Source: an optimization exercise on an open RTL-to-GDS flow (aim: small area, a short achievable clock period and few clock cycles). Production flows keep margins and buffers that such runs may drop. At most, simulation tests tie the RTL to the original design; equivalence was not proved. Power and IR drop assume default switching activity.

Design th_core, start of the top module:
module th_core (
    input  wire        clk,
    input  wire        rst,           
    input  wire        run_start,
    input  wire [31:0] run_budget,    
    output wire        busy,
    output reg         done,
    output wire [31:0] consumed,
    output reg         refused,
    input  wire        host_wr,
    input  wire [4:0]  host_idx,
    input  wire [15:0] host_wdata,
    input  wire        di_req,
    input  wire [1:0]  irq_line,      
    output wire [31:0] pc_o,
    output wire [31:0] st_o,
    output wire        intout,
    output wire        mem_req,
    output wire        mem_we,
    output wire [27:0] mem_addr,
    output wire [15:0] mem_wdata,
    input  wire        mem_ready,
    input  wire [15:0] mem_rdata
);
Settings: LEC_CHECK=0, CAP_MARGIN=20, CORE_MARGIN=2, CORE_UTILIZATION=40, CTS_BUF_LIST=sky130_fd_sc_hd__clkbuf_8, SLEW_MARGIN=20, TNS_END_PERCENT=2; clock period 12.0 ns.
standard.sh (not shown) runs the stock make flow with config.mk's settings and CLKGATE_MAP_FILE= SYNTH_SCRIPT=/design/flow/synth_recipe.tcl, a recipe that flattens the netlist after the stock synthesis.
==> flow/flow/run.sh <==
#!/bin/bash
set -euo pipefail
bash standard.sh SETUP_SLACK_MARGIN=8 finish > orfs_make.log 2>&1
Rerun with:
--- a/flow/design.v
+++ b/flow/design.v
@@ -88,20 +88,21 @@
     reg        stop_flag;
     reg        pend_hi, pend_di, pend_wv;
     reg [15:0] io [0:31];
     reg        k_movi, k_addi, k_dsj, k_stl, k_ldl, k_stw, k_ldw, k_jmpa;    
     reg [3:0]  rn;                    
     reg [31:0] an;                    
     reg [15:0] lo;                    
     reg [15:0] wdata;                 
     reg [3:0]  vsel;                  
     reg        nocheck;               
+    reg        wb_addi;               
     reg        ioph;                  
     reg [15:0] io_q;
     reg [27:0] abus;                  
     reg        a_en, a_we;            
     wire       a_io = (abus[27:11] == 17'h18000);    
     wire [31:0] sp = regs[15];
     assign busy   = ~sIDLE;
     assign pc_o   = pc;
     assign st_o   = st;
     assign intout = io[15][7];
@@ -142,35 +143,35 @@
     wire loop_go  = ~icounter[31] & (icounter != 32'd0) & ~stop_flag;
     wire f_finish = sF & ~nocheck & ~loop_go;
     wire f_int    = sF & ~nocheck & loop_go & (nmi | mirq);
     wire f_take   = sF & (nocheck | (loop_go & ~nmi & ~mirq)) & ok;
     wire [11:0] rk     = rd[15:4];
     wire        r_one  = (rk == K_NOP) || (rk == K_EINT) || (rk == K_DINT) || (rk == K_TSTOP);
     wire        r_unas = (rk > K_TSTOP);
     wire        r_reti = (rk == K_RETI);
     wire [31:0] add_b = (sINT0 | sINT3) ? 32'hFFFF_FFE0 :
                         (sR2 | sR4)     ? 32'd32 :
-                        k_dsj           ? 32'hFFFF_FFFF : {{16{rd[15]}}, rd};    
+                        sO1             ? 32'hFFFF_FFFF : {{16{lo[15]}}, lo};
     wire [31:0] sum;
     th_ks_add #(32, 5) u_sum (.a(an), .b(add_b), .cin(1'b0), .s(sum), .cout());
     wire dsj_taken = (an != 32'd1);
-    wire rf_we  = sINT0 | sINT3 | ((sR2 | sR4) & ok)
-                | (ok & ((sO1 & (k_dsj | k_addi)) | (sO2 & k_movi) | (sD1 & k_ldw) | (sD2 & k_ldl)));
+    wire rf_we  = wb_addi | sINT0 | sINT3 | ((sR2 | sR4) & ok)
+                | (ok & ((sO1 & k_dsj) | (sO2 & k_movi) | (sD1 & k_ldw) | (sD2 & k_ldl)));
     wire rf_sum = ~(sO2 | sD1 | sD2);
     wire [31:0] rf_wd = rf_sum ? sum : (k_ldw ? {16'd0, rd} : {rd, lo});
     wire [31:0] rf_wd_r = rst ? 32'd0 : rf_wd;
     integer i;
     always @(posedge clk)
         for (i = 0; i < 16; i = i + 1)
             if (rst || (rf_we && rn == i)) regs[i] <= rf_wd_r;
     wire [3:0]  rn_new = (f_int | r_reti) ? 4'd15 : rd[3:0];
-    wire [31:0] an_new = regs[rn_new];
+    wire [31:0] an_new = (wb_addi && rn == rn_new) ? sum : regs[rn_new];
     wire [15:0] io_wd_r = rst ? 16'd0 : io_wdata;
     wire        nmi_clr = f_int & nmi;
     always @(posedge clk) begin
         for (i = 0; i < 32; i = i + 1)
             if (i != 18 && i != 30 && (rst || (io_wr && io_widx == i))) io[i] <= io_wd_r;
         if (nmi_clr) io[16][8] <= 1'b0;
     end
     wire charge = (f_take & r_one)
                 | (ok & ((sO1 & (k_addi | k_dsj)) | (sO2 & (k_movi | k_jmpa))
                        | (sD1 & (k_ldw | k_stw)) | sD2 | sR4 | sINT7));
@@ -284,30 +285,32 @@
             k_ldl     <= 1'b0;
             k_stw     <= 1'b0;
             k_ldw     <= 1'b0;
             k_jmpa    <= 1'b0;
             rn        <= 4'd0;
             an        <= 32'd0;
             lo        <= 16'd0;
             wdata     <= 16'd0;
             vsel      <= 4'd0;
             nocheck   <= 1'b0;
+            wb_addi   <= 1'b0;
             ioph      <= 1'b0;
             io_q      <= 16'd0;
             done      <= 1'b0;
             refused   <= 1'b0;
         end else begin
             S       <= Sn;
             abus    <= na;
             a_en    <= n_en;
             a_we    <= n_we;
             done    <= 1'b0;
+            wb_addi <= 1'b0;
             if (a_en & a_io & ~a_we & ~ioph) begin
                 ioph <= 1'b1;
                 io_q <= io_rdata;
             end else begin
                 ioph <= 1'b0;
             end
             if (io_wr) begin
                 if (io_widx == 5'd15 && !io[15][3] && io_wdata[3])
                     pend_hi <= 1'b1;
                 if (io_widx == 5'd18) begin
@@ -356,20 +359,21 @@
                 pc      <= {pcw_inc, 4'b0};
                 nocheck <= 1'b0;
                 if (rk == K_EINT)  st[IE_BIT] <= 1'b1;
                 if (rk == K_DINT)  st[IE_BIT] <= 1'b0;
                 if (rk == K_TSTOP) stop_flag  <= 1'b1;
                 if (r_unas)        refused    <= 1'b1;
             end
             if (sO1 && ok) begin
                 lo <= rd;
                 pc <= {pcw_inc, 4'b0};
+                if (k_addi) wb_addi <= 1'b1;
             end
             if (sO2 && ok) begin
                 pc    <= k_jmpa ? rdlo : {pcw_inc, 4'b0};
                 wdata <= an[15:0];
             end
             if (sD1 && ok) begin
                 lo    <= rd;
                 wdata <= an[31:16];
             end
             if (sINT0)        wdata <= pc[15:0];
The new run ran to the end with no violations.
Routed wire length is lower by 0.84%.
Final area went up by 0.51%.
Total power went down by 1.8%.
Via count rises by 1.1%.
Clock power drops by 6.1%.
Testbench counts after the change, summed over its fixed seeds: cycles 182,188.
Only the layout flow was run in the first run of this note; the RTL was not checked for function there.

port drivers added, routing unchanged:
How much do the figures lean on ideal ports? The routed layouts below were timed once more, with nothing changed but the port constraints.
Step 1 sets driving cells, clkbuf_16 on the clock port and buf_2 on the other inputs (assumed; they add their load-dependent delay and slew).
Step 2 moves the port delays by t, midway between the first and last clock arrival at a register: inputs arrive t later, outputs are due t later. That takes back most of the time a late clock gives input paths.
Slacks: ideal / step 1 / step 2; pairs: ideal / step 1.
run | t, ns | setup slack, ns | worst setup path after step 2 | clock arrival spread, ns | pins driven straight from the clock port
the first run | 1.046 | 6.929 / 6.926 / 5.880 | input to register | 0.092 / 0.092 | 1
the second run | 1.023 | 7.061 / 6.984 / 6.104 | input to register | 0.040 / 0.040 | 1
After both steps setup and hold are still met in every run listed. For the first run, which loses most, drivers alone change the setup slack by -0.003 ns; drivers and shift together by -1.049 ns.
